What follows belongs to an exercise in optimizing a design on an open flow for small area; a production flow would make more cautious choices.
Only simulation tests tie the RTL to the original design; equivalence was not proved.
Power is estimated from default activity; no workload was simulated.

==> build 79 <==
==> flow/design.v <==
module crc8u_xor2  (input wire a, b, output wire y); assign y = a ^ b;    endmodule
module crc8u_xnor2 (input wire a, b, output wire y); assign y = ~(a ^ b); endmodule
module crc8u_mux2i (input wire s, a0, a1, output wire y); assign y = ~(s ? a1 : a0); endmodule
module crc8u_a22o  (input wire a1, a2, b1, b2, output wire y); assign y = (a1 & a2) | (b1 & b2); endmodule
module crc8u_nor4  (input wire a, b, c, d, output wire y); assign y = ~(a | b | c | d); endmodule
module crc8u_and2  (input wire a, b, output wire y); assign y = a & b; endmodule
module crc8u_nor3  (input wire a, b, c, output wire y); assign y = ~(a | b | c); endmodule
module crc8u_andn  (input wire a, bn, output wire y); assign y = a & ~bn; endmodule
module crc8u (
  input  wire       clk,
  input  wire       rst,
  input  wire [1:0] op,
  input  wire [7:0] din,
  output reg  [7:0] crc,     
  output wire       zero,    
  output wire       eq       
);
  wire [7:0] x, nv, f, nxt;
  wire upd, hold;
  crc8u_andn u_upd  (.a(op[1]), .bn(rst), .y(upd));
  crc8u_nor3 u_hold (.a(op[1]), .b(op[0]), .c(rst), .y(hold));
  genvar i;
  generate
    for (i = 0; i < 8; i = i + 1) begin : g_bit
      crc8u_xor2  u_x   (.a(crc[i]), .b(din[i]), .y(x[i]));
      crc8u_mux2i u_v   (.s(op[0]), .a0(x[i]), .a1(din[i]), .y(nv[i]));
      crc8u_a22o  u_nxt (.a1(upd), .a2(f[i]), .b1(hold), .b2(crc[i]), .y(nxt[i]));
    end
  endgenerate
  wire t0;
  crc8u_xor2 u_t0 (.a(nv[4]), .b(nv[7]), .y(t0));
  wire t1;
  crc8u_xor2 u_t1 (.a(nv[1]), .b(nv[2]), .y(t1));
  wire t2;
  crc8u_xor2 u_t2 (.a(t0), .b(t1), .y(t2));
  wire t3;
  crc8u_xnor2 u_t3 (.a(nv[0]), .b(t2), .y(t3));
  wire t4;
  crc8u_xor2 u_t4 (.a(nv[6]), .b(t3), .y(t4));
  wire t5;
  crc8u_xor2 u_t5 (.a(nv[4]), .b(t4), .y(t5));
  wire t6;
  crc8u_xnor2 u_t6 (.a(nv[5]), .b(t5), .y(t6));
  wire t7;
  crc8u_xor2 u_t7 (.a(nv[3]), .b(t5), .y(t7));
  wire t8;
  crc8u_xor2 u_t8 (.a(nv[0]), .b(t7), .y(t8));
  wire t9;
  crc8u_xnor2 u_t9 (.a(nv[1]), .b(t6), .y(t9));
  wire t10;
  crc8u_xor2 u_t10 (.a(nv[7]), .b(t4), .y(t10));
  wire t11;
  crc8u_xor2 u_t11 (.a(nv[2]), .b(t7), .y(t11));
  wire t12;
  crc8u_xor2 u_t12 (.a(nv[6]), .b(t8), .y(t12));
  wire t13;
  crc8u_xor2 u_t13 (.a(nv[5]), .b(t12), .y(t13));
  assign f[0] = t11;
  assign f[1] = t2;
  assign f[2] = t6;
  assign f[3] = t8;
  assign f[4] = t10;
  assign f[5] = t13;
  assign f[6] = t3;
  assign f[7] = t9;
  always @(posedge clk)
    crc <= nxt;
  wire zl, zh, el, eh;
  crc8u_nor4 u_zl (.a(crc[0]), .b(crc[1]), .c(crc[2]), .d(crc[3]), .y(zl));
  crc8u_nor4 u_zh (.a(crc[4]), .b(crc[5]), .c(crc[6]), .d(crc[7]), .y(zh));
  crc8u_and2 u_z  (.a(zl), .b(zh), .y(zero));
  crc8u_nor4 u_el (.a(x[0]), .b(x[1]), .c(x[2]), .d(x[3]), .y(el));
  crc8u_nor4 u_eh (.a(x[4]), .b(x[5]), .c(x[6]), .d(x[7]), .y(eh));
  crc8u_and2 u_e  (.a(el), .b(eh), .y(eq));
endmodule
==> flow/run.sh <==
#!/bin/bash
# synth_recipe.tcl (not shown) runs the flow's synth.tcl, then flattens the netlist and writes it again
# the make line also repeats each setting of config.mk as NAME=value (left out here)
make -C /OpenROAD-flow-scripts/flow DESIGN_CONFIG=/design/flow/config.mk WORK_HOME=/design/flow/orfs CLKGATE_MAP_FILE= SYNTH_SCRIPT=/design/flow/synth_recipe.tcl finish
==> flow/config.mk <==
export PLATFORM = sky130hd
export DESIGN_NAME = crc8u
export DESIGN_NICKNAME = crc8u
export VERILOG_FILES = /design/flow/design.v
export SDC_FILE = /design/flow/constraint.sdc
export NUM_CORES = 4
export LEC_CHECK = 0
export CAP_MARGIN = 20
export CORE_AREA = 10 10 110 110
export DIE_AREA = 0 0 120 120
export SLEW_MARGIN = 20
export SYNTH_HIERARCHICAL = 1
export SYNTH_MINIMUM_KEEP_SIZE = 0
==> flow/constraint.sdc <==
create_clock -name core_clock -period 10.0 [get_ports {clk}]
set_input_delay 2.0000 -clock core_clock [delete_from_list [all_inputs] [get_ports {clk}]]
set_output_delay 2.0000 -clock core_clock [all_outputs]
set_load 0.01 [all_outputs]
==> inputs of build 35, as changes to build 79 <==
==> flow/design.v (replaced) <==
module crc8u_xor2  (input wire a, b, output wire y); assign y = a ^ b;    endmodule
module crc8u_xnor2 (input wire a, b, output wire y); assign y = ~(a ^ b); endmodule
module crc8u_a22oi (input wire a1, a2, b1, b2, output wire y); assign y = ~((a1 & a2) | (b1 & b2)); endmodule
module crc8u_a21o  (input wire a1, a2, b1, output wire y); assign y = (a1 & a2) | b1; endmodule
module crc8u_nor8  (input wire [7:0] a, output wire y); assign y = ~|a; endmodule
module crc8u_nor3  (input wire a, b, c, output wire y); assign y = ~(a | b | c); endmodule
module crc8u_nor3b (input wire a, b, cn, output wire y); assign y = ~(a | b | ~cn); endmodule
module crc8u_and3b (input wire an, b, c, output wire y); assign y = ~an & b & c; endmodule
module crc8u (
  input  wire       clk,
  input  wire       rst,
  input  wire [1:0] op,
  input  wire [7:0] din,
  output reg  [7:0] crc,     
  output wire       zero,    
  output wire       eq       
);
  wire [7:0] x, nv, f, nxt;
  wire start, upd, hold;
  crc8u_and3b u_start (.an(rst), .b(op[1]), .c(op[0]), .y(start));
  crc8u_nor3b u_upd   (.a(op[0]), .b(rst), .cn(op[1]), .y(upd));
  crc8u_nor3  u_hold  (.a(op[1]), .b(op[0]), .c(rst), .y(hold));
  genvar i;
  generate
    for (i = 0; i < 8; i = i + 1) begin : g_bit
      crc8u_xor2  u_x   (.a(crc[i]), .b(din[i]), .y(x[i]));
      crc8u_a22oi u_v   (.a1(start), .a2(din[i]), .b1(upd), .b2(x[i]), .y(nv[i]));
      crc8u_a21o  u_nxt (.a1(hold), .a2(crc[i]), .b1(f[i]), .y(nxt[i]));
    end
  endgenerate
  wire t0;
  crc8u_xor2 u_t0 (.a(nv[4]), .b(nv[7]), .y(t0));
  wire t1;
  crc8u_xor2 u_t1 (.a(nv[1]), .b(nv[2]), .y(t1));
  wire t2;
  crc8u_xor2 u_t2 (.a(t0), .b(t1), .y(t2));
  wire t3;
  crc8u_xnor2 u_t3 (.a(nv[0]), .b(t2), .y(t3));
  wire t4;
  crc8u_xor2 u_t4 (.a(nv[6]), .b(t3), .y(t4));
  wire t5;
  crc8u_xor2 u_t5 (.a(nv[4]), .b(t4), .y(t5));
  wire t6;
  crc8u_xnor2 u_t6 (.a(nv[5]), .b(t5), .y(t6));
  wire t7;
  crc8u_xor2 u_t7 (.a(nv[3]), .b(t5), .y(t7));
  wire t8;
  crc8u_xor2 u_t8 (.a(nv[0]), .b(t7), .y(t8));
  wire t9;
  crc8u_xnor2 u_t9 (.a(nv[1]), .b(t6), .y(t9));
  wire t10;
  crc8u_xor2 u_t10 (.a(nv[7]), .b(t4), .y(t10));
  wire t11;
  crc8u_xor2 u_t11 (.a(nv[2]), .b(t7), .y(t11));
  wire t12;
  crc8u_xor2 u_t12 (.a(nv[6]), .b(t8), .y(t12));
  wire t13;
  crc8u_xor2 u_t13 (.a(nv[5]), .b(t12), .y(t13));
  assign f[0] = t11;
  assign f[1] = t2;
  assign f[2] = t6;
  assign f[3] = t8;
  assign f[4] = t10;
  assign f[5] = t13;
  assign f[6] = t3;
  assign f[7] = t9;
  always @(posedge clk)
    crc <= nxt;
  crc8u_nor8 u_zero (.a(crc), .y(zero));
  crc8u_nor8 u_eq   (.a(x),   .y(eq));
endmodule
==> flow/flow/run.sh (new file) <==
#!/bin/bash
set -euo pipefail
bash standard.sh ABC_LOAD_IN_FF=0.5 \
  'BUFFER_PORTS_ARGS=-buffer_cell sky130_fd_sc_hd__buf_1' \
  finish > standard.log 2>&1
==> flow/standard.sh (new file) <==
#!/bin/bash
# synth_recipe.tcl (not shown) runs the flow's synth.tcl, then flattens the netlist and writes it again
# the make line also repeats each setting of config.mk as NAME=value (left out here)
make -C /OpenROAD-flow-scripts/flow DESIGN_CONFIG=/design/flow/config.mk WORK_HOME=/design/flow/orfs CLKGATE_MAP_FILE= SYNTH_SCRIPT=/design/flow/synth_recipe.tcl "${@:-finish}"
--- a/flow/config.mk
+++ b/flow/config.mk
@@ -7,6 +7,9 @@
 export LEC_CHECK = 0
 export CAP_MARGIN = 20
-export CORE_AREA = 10 10 110 110
-export DIE_AREA = 0 0 120 120
+export CORE_AREA = 5 5 65 65
+export CTS_BUF_LIST = sky130_fd_sc_hd__clkbuf_2
+export CTS_CLUSTER_DIAMETER = 100
+export CTS_CLUSTER_SIZE = 8
+export DIE_AREA = 0 0 70 70
 export SLEW_MARGIN = 20
 export SYNTH_HIERARCHICAL = 1
removed: flow/run.sh
==> run notes <==
Status: build 79 timing/DRC/antenna clean; build 35 timing/DRC/antenna clean
Antenna violations before repair: build 79 1; build 35 0
XOR/XNOR share of the synthesized area: build 79 0.3270; build 35 0.3624
Overall Power: build 79 0.2799 mW; build 35 0.2004 mW
Maximum clock frequency: build 79 0.1763 GHz; build 35 0.1897 GHz
Net switching power figure: build 79 0.1173 mW; build 35 0.09093 mW
Post-Synthesis Cells: build 79 54; build 35 55
Area of the core: build 79 9774 um2; build 35 3416 um2
Comb power frac: build 79 0.654; build 35 0.552
Highest layer used for signal routing: build 79 met5; build 35 met4
GRT Total Usage: build 79 0.02906; build 35 0.06923
Crit path buf inv count: build 79 2; build 35 1
Maximum number of pins on one net before global-route repair: build 79 10; build 35 9
Multi-input gate share of total cell area: build 79 0.4261; build 35 0.5440
Start point of the critical path: build 79 din[1]; build 35 op[1]
Post-Layout Cell Count: build 79 211; build 35 125
Time the final worst path needs with I/O delays and setup: build 79 5.672 ns; build 35 5.271 ns
Wire length the detailed router placed on met1: build 79 844 um; build 35 599 um

==> port drivers added, routing unchanged <==
Ports are ideal in the flow. The routed layouts listed here were re-timed in OpenROAD.
Step 1 assumes that a clkbuf_16 drives the clock port and a buf_2 every other input.
Step 2 moves the port delays by t, midway between the first and last clock arrival at a register: inputs arrive t later, outputs are due t later. That takes back most of the time a late clock gives input paths.
Slacks: ideal ports / drivers / drivers and shift; pairs: ideal ports / drivers.
run	shift t [ns]	slack for setup (ns)	hold WS [ns]	slew at the worst register clock pin (ns)	worst data-port slew with drivers (ns)
build 79	0.252	4.328 / 4.295 / 4.295	0.584 / 0.584 / 0.584	0.04 / 0.04	0.06
build 35	0.266	4.730 / 4.716 / 4.450	0.529 / 0.529 / 0.529	0.08 / 0.08	0.03
After both steps setup and hold are still met in every run listed. The setup slack of build 35, which loses most, moves by -0.014 ns with the drivers and by -0.280 ns with both steps.
